Source: an optimization exercise on an open RTL-to-GDS flow (aim: small area). Production flows keep margins and buffers that such runs may drop. The RTL was checked by simulation tests, not by an equivalence proof against the original design. No activity file was given, so power comes from the tool's default toggle rates.

==> flow/design.v <==
module drc_rx_engine #(
    parameter P_RXMAX = 32                     
) (
    input  wire        clk,
    input  wire        rst,                    
    input  wire        rx_valid,               
    input  wire [7:0]  rx_data,
    output reg         frm_done,               
    output reg  [1:0]  frm_status,             
    output wire [7:0]  cap_flags,
    output wire [7:0]  cap_tid,
    output wire [7:0]  cap_sid,
    output wire [7:0]  cap_did,
    output wire [7:0]  cap_cid,
    output wire [7:0]  cap_seq,
    output wire [7:0]  cap_err,
    output reg  [4:0]  cap_plen,
    input  wire [4:0]  pl_addr,
    output wire [7:0]  pl_data,
    output reg  [31:0] cnt_ok,
    output reg  [31:0] cnt_cksum,
    output reg  [31:0] cnt_short,
    output reg  [31:0] cnt_ovf,
    output reg  [31:0] cnt_skip
);
    localparam [7:0] SOP   = 8'h8D;
    localparam [7:0] EOP   = 8'hD8;
    localparam [7:0] ESC   = 8'hAB;
    localparam [7:0] XMASK = 8'h88;
    localparam NSLOT = P_RXMAX - 1;            
    localparam [1:0] S_HUNT = 2'd0;
    localparam [1:0] S_BODY = 2'd1;
    localparam [1:0] S_ESC  = 2'd2;
    localparam [1:0] ST_OK    = 2'd0;
    localparam [1:0] ST_CKSUM = 2'd1;
    localparam [1:0] ST_SHORT = 2'd2;
    localparam [1:0] ST_OVF   = 2'd3;
    reg [1:0] state;
    reg [5:0] len;                             
    reg [7:0] sum;                             
    reg [7:0] rx_buf [0:NSLOT-1];
    reg [7:0] cap_buf [0:NSLOT-1];
    wire       in_hunt   = (state == S_HUNT);
    wire       in_body   = (state == S_BODY);
    wire       in_esc    = (state == S_ESC);
    wire       got_sop   = rx_valid && in_hunt && (rx_data == SOP);
    wire       got_skip  = rx_valid && in_hunt && (rx_data != SOP);
    wire       got_eop   = rx_valid && in_body && (rx_data == EOP);
    wire       got_esc   = rx_valid && in_body && (rx_data == ESC);
    wire       do_append = rx_valid && (in_esc || (in_body && rx_data != EOP && rx_data != ESC));
    wire [7:0] app_val   = in_esc ? (rx_data ^ XMASK) : rx_data;
    wire       overflow  = do_append && (len == P_RXMAX);
    wire       append    = do_append && !overflow;
    wire [7:0] f     = rx_buf[0];
    wire [4:0] k     = len[4:0];
    wire [1:0] n45   = {1'b0, f[4]} + {1'b0, f[5]};
    wire [1:0] nopt  = n45 + {1'b0, f[0]};
    wire [3:0] hlen  = 4'd4 + {2'b00, nopt};
    reg  [4:0] waddr;
    reg        wen;
    always @* begin
        wen   = 1'b1;
        waddr = k - {3'b000, nopt};                         
        if (k == 5'd0)
            waddr = 5'd0;                                   
        else if (f[4] && k == 5'd1)
            waddr = 5'd30;                                  
        else if (f[5] && k == 5'd1 + {4'b0000, f[4]})
            waddr = 5'd30 - {4'b0000, f[4]};                
        else if (k == 5'd1 + {3'b000, n45})
            waddr = 5'd1;                                   
        else if (k == 5'd2 + {3'b000, n45})
            waddr = 5'd2;                                   
        else if (k == 5'd3 + {3'b000, n45})
            waddr = 5'd3;                                   
        else if (f[0] && k == 5'd4 + {3'b000, n45})
            waddr = 5'd30 - {3'b000, n45};                  
        else if (k == 5'd31)
            wen = 1'b0;                                     
    end
    wire       empty   = (len == 6'd0);
    wire       cks_ok  = (sum == 8'hFF);
    wire [6:0] rem     = {1'b0, len} - 7'd1 - {3'b000, hlen};
    wire       short   = rem[6];
    wire [1:0] verdict = empty   ? ST_SHORT :
                         !cks_ok ? ST_CKSUM :
                         short   ? ST_SHORT : ST_OK;
    wire       frame_ok = got_eop && (verdict == ST_OK);
    wire [5:0] h_plen  = rem[5:0];
    always @(posedge clk) begin
        if (rst) begin
            state    <= S_HUNT;
            frm_done <= 1'b0;
        end else begin
            frm_done <= got_eop || overflow;
            if (got_sop || got_esc)
                state <= S_ESC ^ {got_sop, got_sop};        
            if (do_append)
                state <= overflow ? S_HUNT : S_BODY;
            if (got_eop)
                state <= S_HUNT;
        end
    end
    always @(posedge clk)
        frm_status <= overflow ? ST_OVF : verdict;
    always @(posedge clk) begin
        if (got_sop) begin
            len <= 6'd0;
            sum <= 8'd0;
        end else if (append) begin
            len <= len + 6'd1;
            sum <= sum + app_val;
        end
    end
    function [31:0] count(input [31:0] q, input inc, input clr);
        integer b;
        reg t;
        begin
            t = inc;
            for (b = 0; b < 32; b = b + 1) begin
                count[b] = (q[b] ^ t) & ~clr;
                t = t & q[b];
            end
        end
    endfunction
    always @(posedge clk) begin
        cnt_skip  <= count(cnt_skip,  got_skip,                         rst);
        cnt_ovf   <= count(cnt_ovf,   overflow,                         rst);
        cnt_ok    <= count(cnt_ok,    got_eop && verdict == ST_OK,      rst);
        cnt_cksum <= count(cnt_cksum, got_eop && verdict == ST_CKSUM,   rst);
        cnt_short <= count(cnt_short, got_eop && verdict == ST_SHORT,   rst);
    end
    always @(posedge clk) begin
        if (append && wen)
            rx_buf[waddr] <= app_val;
    end
    integer j;
    always @(posedge clk) begin
        if (rst) begin
            for (j = 0; j < 4; j = j + 1)
                cap_buf[j] <= 8'd0;
            cap_plen <= 5'd0;
        end else if (frame_ok) begin
            for (j = 0; j < NSLOT; j = j + 1)
                cap_buf[j] <= rx_buf[j];
            cap_plen <= h_plen[4:0];
        end
    end
    wire [7:0] cf = cap_buf[0];
    assign cap_flags = cf;
    assign cap_did   = cap_buf[1];
    assign cap_cid   = cap_buf[2];
    assign cap_seq   = cap_buf[3];
    assign cap_tid   = cf[4] ? cap_buf[30] : 8'd0;
    assign cap_sid   = cf[5] ? (cf[4] ? cap_buf[29] : cap_buf[30]) : 8'd0;
    assign cap_err   = !cf[0] ? 8'd0 :
                       (cf[4] & cf[5]) ? cap_buf[28] :
                       (cf[4] | cf[5]) ? cap_buf[29] : cap_buf[30];
    reg [7:0] pl_sel;
    integer p;
    always @* begin
        pl_sel = 8'd0;
        for (p = 0; p < NSLOT - 4; p = p + 1)
            if (pl_addr == p)
                pl_sel = pl_sel | cap_buf[p + 4];
    end
    assign pl_data = (pl_addr < cap_plen) ? pl_sel : 8'd0;
endmodule
Settings: LEC_CHECK=0, CAP_MARGIN=20, CORE_MARGIN=2, CORE_UTILIZATION=65, PLACE_DENSITY=0.75, SLEW_MARGIN=20; clock period 50.0 ns.
standard.sh (not shown) runs the stock make flow with config.mk's settings and CLKGATE_MAP_FILE= SYNTH_SCRIPT=/design/flow/synth_recipe.tcl, a recipe that flattens the netlist after the stock synthesis.
==> flow/flow/run.sh <==
#!/bin/bash
# The standard ORFS layout, with three changes aimed at cell area:
#  - synthesis maps the logic with an area-oriented ABC script (flow/abc_area.script)
#    and leaves adders to ABC too (no ADDER_MAP_FILE); everything else in synthesis is
#    synth_recipe.tcl unchanged, so the registers are the same
#  - port buffers are sky130_fd_sc_hd__buf_1 instead of the default delay buffer
#  - CTS uses clkbuf_16 with sink clusters of up to 30 and no dummy loads
set -euo pipefail
here=$(pwd)
cat > "$here/area_synth.tcl" <<EOT
proc abc {args} {
  set i [lsearch \$args -script]
  lset args [expr {\$i + 1}] $here/flow/abc_area.script
  yosys abc {*}\$args
}
source $here/synth_recipe.tcl
EOT
bash standard.sh \
  "SYNTH_SCRIPT=$here/area_synth.tcl" \
  "ADDER_MAP_FILE=" \
  "BUFFER_PORTS_ARGS=-buffer_cell sky130_fd_sc_hd__buf_1" \
  "CTS_ARGS=-sink_clustering_enable -repair_clock_nets -dont_use_dummy_load -buf_list sky130_fd_sc_hd__clkbuf_8 -sink_clustering_size 20 -sink_clustering_max_diameter 45" \
  finish > flow_make.log 2>&1
==> flow/flow/abc_area.script <==
&get -n
&st
&dc2
&dch -f
&nf -R 1000
&st
&dch -f
&nf -R 1000
&put
topo
The starting point finished with timing, DRC and antenna clean.
Next try:
--- a/flow/flow/run.sh
+++ b/flow/flow/run.sh
@@ -7 +7 @@
-#  - CTS uses clkbuf_16 with sink clusters of up to 30 and no dummy loads
+#  - CTS uses clkbuf_8 with sink clusters of up to 20 and no dummy loads
@@ -22 +22 @@
-  "CTS_ARGS=-sink_clustering_enable -repair_clock_nets -dont_use_dummy_load -buf_list sky130_fd_sc_hd__clkbuf_8 -sink_clustering_size 20 -sink_clustering_max_diameter 45" \
+  "CTS_ARGS=-sink_clustering_enable -repair_clock_nets -dont_use_dummy_load -buf_list sky130_fd_sc_hd__clkbuf_8 -sink_clustering_size 18 -sink_clustering_max_diameter 70" \
Wire length barely changes.
Synthesized cell count stays the same.
First-iteration DRC count went up slightly.
Clock skew went down by 0.032 ns.
Combinational power stays flat.
Synthesized area stays the same.

---

Setup of run A:
RTL: the design.v shown in full above, as it stands there.
Settings: LEC_CHECK=0, CAP_MARGIN=20, CORE_MARGIN=2, CORE_UTILIZATION=65, PLACE_DENSITY=0.75, SLEW_MARGIN=20; clock period 50.0 ns.
==> flow/flow/run.sh <==
#!/bin/bash
# The standard ORFS layout, with three changes aimed at cell area:
#  - synthesis maps the logic with an area-oriented ABC script (flow/abc_area.script)
#    and leaves adders to ABC too (no ADDER_MAP_FILE); everything else in synthesis is
#    synth_recipe.tcl unchanged, so the registers are the same
#  - port buffers are sky130_fd_sc_hd__buf_1 instead of the default delay buffer
#  - CTS uses clkbuf_8 with sink clusters of up to 20 and no dummy loads
set -euo pipefail
here=$(pwd)
cat > "$here/area_synth.tcl" <<EOT
proc abc {args} {
  set i [lsearch \$args -script]
  lset args [expr {\$i + 1}] $here/flow/abc_area.script
  yosys abc {*}\$args
}
source $here/synth_recipe.tcl
EOT
bash standard.sh \
  "SYNTH_SCRIPT=$here/area_synth.tcl" \
  "ADDER_MAP_FILE=" \
  "BUFFER_PORTS_ARGS=-buffer_cell sky130_fd_sc_hd__buf_1" \
  "CTS_ARGS=-sink_clustering_enable -repair_clock_nets -dont_use_dummy_load -buf_list sky130_fd_sc_hd__clkbuf_8 -sink_clustering_size 20 -sink_clustering_max_diameter 60" \
  finish > flow_make.log 2>&1
Scripts as last shown in full above: flow/flow/abc_area.script
Input changes introduced in run B (baseline for comparison: run A):
--- a/flow/flow/run.sh
+++ b/flow/flow/run.sh
@@ -20,4 +20,4 @@
   "ADDER_MAP_FILE=" \
   "BUFFER_PORTS_ARGS=-buffer_cell sky130_fd_sc_hd__buf_1" \
-  "CTS_ARGS=-sink_clustering_enable -repair_clock_nets -dont_use_dummy_load -buf_list sky130_fd_sc_hd__clkbuf_8 -sink_clustering_size 20 -sink_clustering_max_diameter 60" \
+  "CTS_ARGS=-sink_clustering_enable -repair_clock_nets -dont_use_dummy_load -buf_list sky130_fd_sc_hd__clkbuf_8 -sink_clustering_size 20 -sink_clustering_max_diameter 45" \
   finish > flow_make.log 2>&1
### Flow results
From run A to run B the numbers moved as follows: fraction of standard cell area in multi-input logic closely matched the old numbers; utilization increased by 0.42 points relative to the old numbers; relative area change from synthesis to final layout increased by 0.64 points relative to the old numbers; number of tap instances closely matched the old numbers; total non-filler cell area in the finished layout increased by about 0.6% relative to the old numbers.
Run B leaves more setup margin than run A.
Relative to run A, ratio of total power to cell area increased by about 2% in run B.
diff inputs: run B => run C
--- a/flow/flow/run.sh
+++ b/flow/flow/run.sh
@@ -5,5 +5,5 @@
 #    synth_recipe.tcl unchanged, so the registers are the same
 #  - port buffers are sky130_fd_sc_hd__buf_1 instead of the default delay buffer
-#  - CTS uses clkbuf_8 with sink clusters of up to 20 and no dummy loads
+#  - CTS uses clkbuf_8 with sink clusters of up to 18 and no dummy loads
 set -euo pipefail
 here=$(pwd)
@@ -20,4 +20,4 @@
   "ADDER_MAP_FILE=" \
   "BUFFER_PORTS_ARGS=-buffer_cell sky130_fd_sc_hd__buf_1" \
-  "CTS_ARGS=-sink_clustering_enable -repair_clock_nets -dont_use_dummy_load -buf_list sky130_fd_sc_hd__clkbuf_8 -sink_clustering_size 20 -sink_clustering_max_diameter 45" \
+  "CTS_ARGS=-sink_clustering_enable -repair_clock_nets -dont_use_dummy_load -buf_list sky130_fd_sc_hd__clkbuf_8 -sink_clustering_size 18 -sink_clustering_max_diameter 70" \
   finish > flow_make.log 2>&1
==> comparison <==
- Changes observed in run C relative to run B: final non-filler cell area dropped 0.42%; global routing usage on met2 shows no meaningful change; total leakage power fell by about 0.7%.
Input-level comparison between run D and run C:
--- a/flow/flow/run.sh
+++ b/flow/flow/run.sh
@@ -5,5 +5,5 @@
 #    synth_recipe.tcl unchanged, so the registers are the same
 #  - port buffers are sky130_fd_sc_hd__buf_1 instead of the default delay buffer
-#  - CTS uses clkbuf_8 with sink clusters of up to 18 and no dummy loads
+#  - CTS uses clkbuf_16 with sink clusters of up to 30 and no dummy loads
 set -euo pipefail
 here=$(pwd)
@@ -20,4 +20,4 @@
   "ADDER_MAP_FILE=" \
   "BUFFER_PORTS_ARGS=-buffer_cell sky130_fd_sc_hd__buf_1" \
-  "CTS_ARGS=-sink_clustering_enable -repair_clock_nets -dont_use_dummy_load -buf_list sky130_fd_sc_hd__clkbuf_8 -sink_clustering_size 18 -sink_clustering_max_diameter 70" \
+  "CTS_ARGS=-sink_clustering_enable -repair_clock_nets -dont_use_dummy_load -buf_list sky130_fd_sc_hd__clkbuf_16 -sink_clustering_size 40 -sink_clustering_max_diameter 60" \
   finish > flow_make.log 2>&1
Notes after the runs:
From run C to run D the numbers moved as follows: worst setup slack shows a reduction of 0.014 ns, combined global-route utilization of all metal layers shows no meaningful change.
Run D reports a higher static power due to leakage than run C does.
Summary of run D over run C: layout buffering overhead excluding clock cells now sits at about the same level; area of all placed cells without fillers now sits higher; core utilization now sits higher.
What run C reported for total power has to be multiplied by 1.06 to get the figure for run D.
Between run D and run C, the difference in remaining max-slew budget at the tightest pin is negligible.
Aggregate global routing overflow of run C is on par with run D.

-- re-timing with driven ports --
No port has a modelled driver above. Below, the same layouts with a new extraction and two added sets of constraints.
Step 1 sets driving cells, clkbuf_16 on the clock port and buf_2 on the other inputs (assumed; they add their load-dependent delay and slew).
Step 2 also shifts input and output timing later by t, the mid clock arrival at the registers, as if the neighbouring blocks saw the same clock.
Slacks: ideal / step 1 / step 2; pairs: ideal / step 1.
| run | t, ns | slack for setup (ns) | hold WS [ns] | worst data-port slew with drivers (ns) | pins driven straight from the clock port |
|---|---|---|---|---|---|
| the first run of note 1 | 0.675 | 27.602 / 27.563 / 27.563 | 0.378 / 0.378 / 0.378 | 0.07 | 1 |
| the second run of note 1 | 0.674 | 27.609 / 27.571 / 27.571 | 0.374 / 0.374 / 0.374 | 0.06 | 1 |
| run A | 0.658 | 27.592 / 27.553 / 27.553 | 0.380 / 0.380 / 0.380 | 0.07 | 1 |
| run B | 0.675 | 27.602 / 27.563 / 27.563 | 0.378 / 0.378 / 0.378 | 0.07 | 1 |
| run C | 0.674 | 27.609 / 27.571 / 27.571 | 0.374 / 0.374 / 0.374 | 0.06 | 1 |
| run D | 0.596 | 27.595 / 27.554 / 27.554 | 0.385 / 0.385 / 0.385 | 0.07 | 1 |
After both steps every run listed still meets setup and hold. For run D, which loses most, drivers alone change the setup slack by -0.041 ns; drivers and shift together by -0.041 ns.
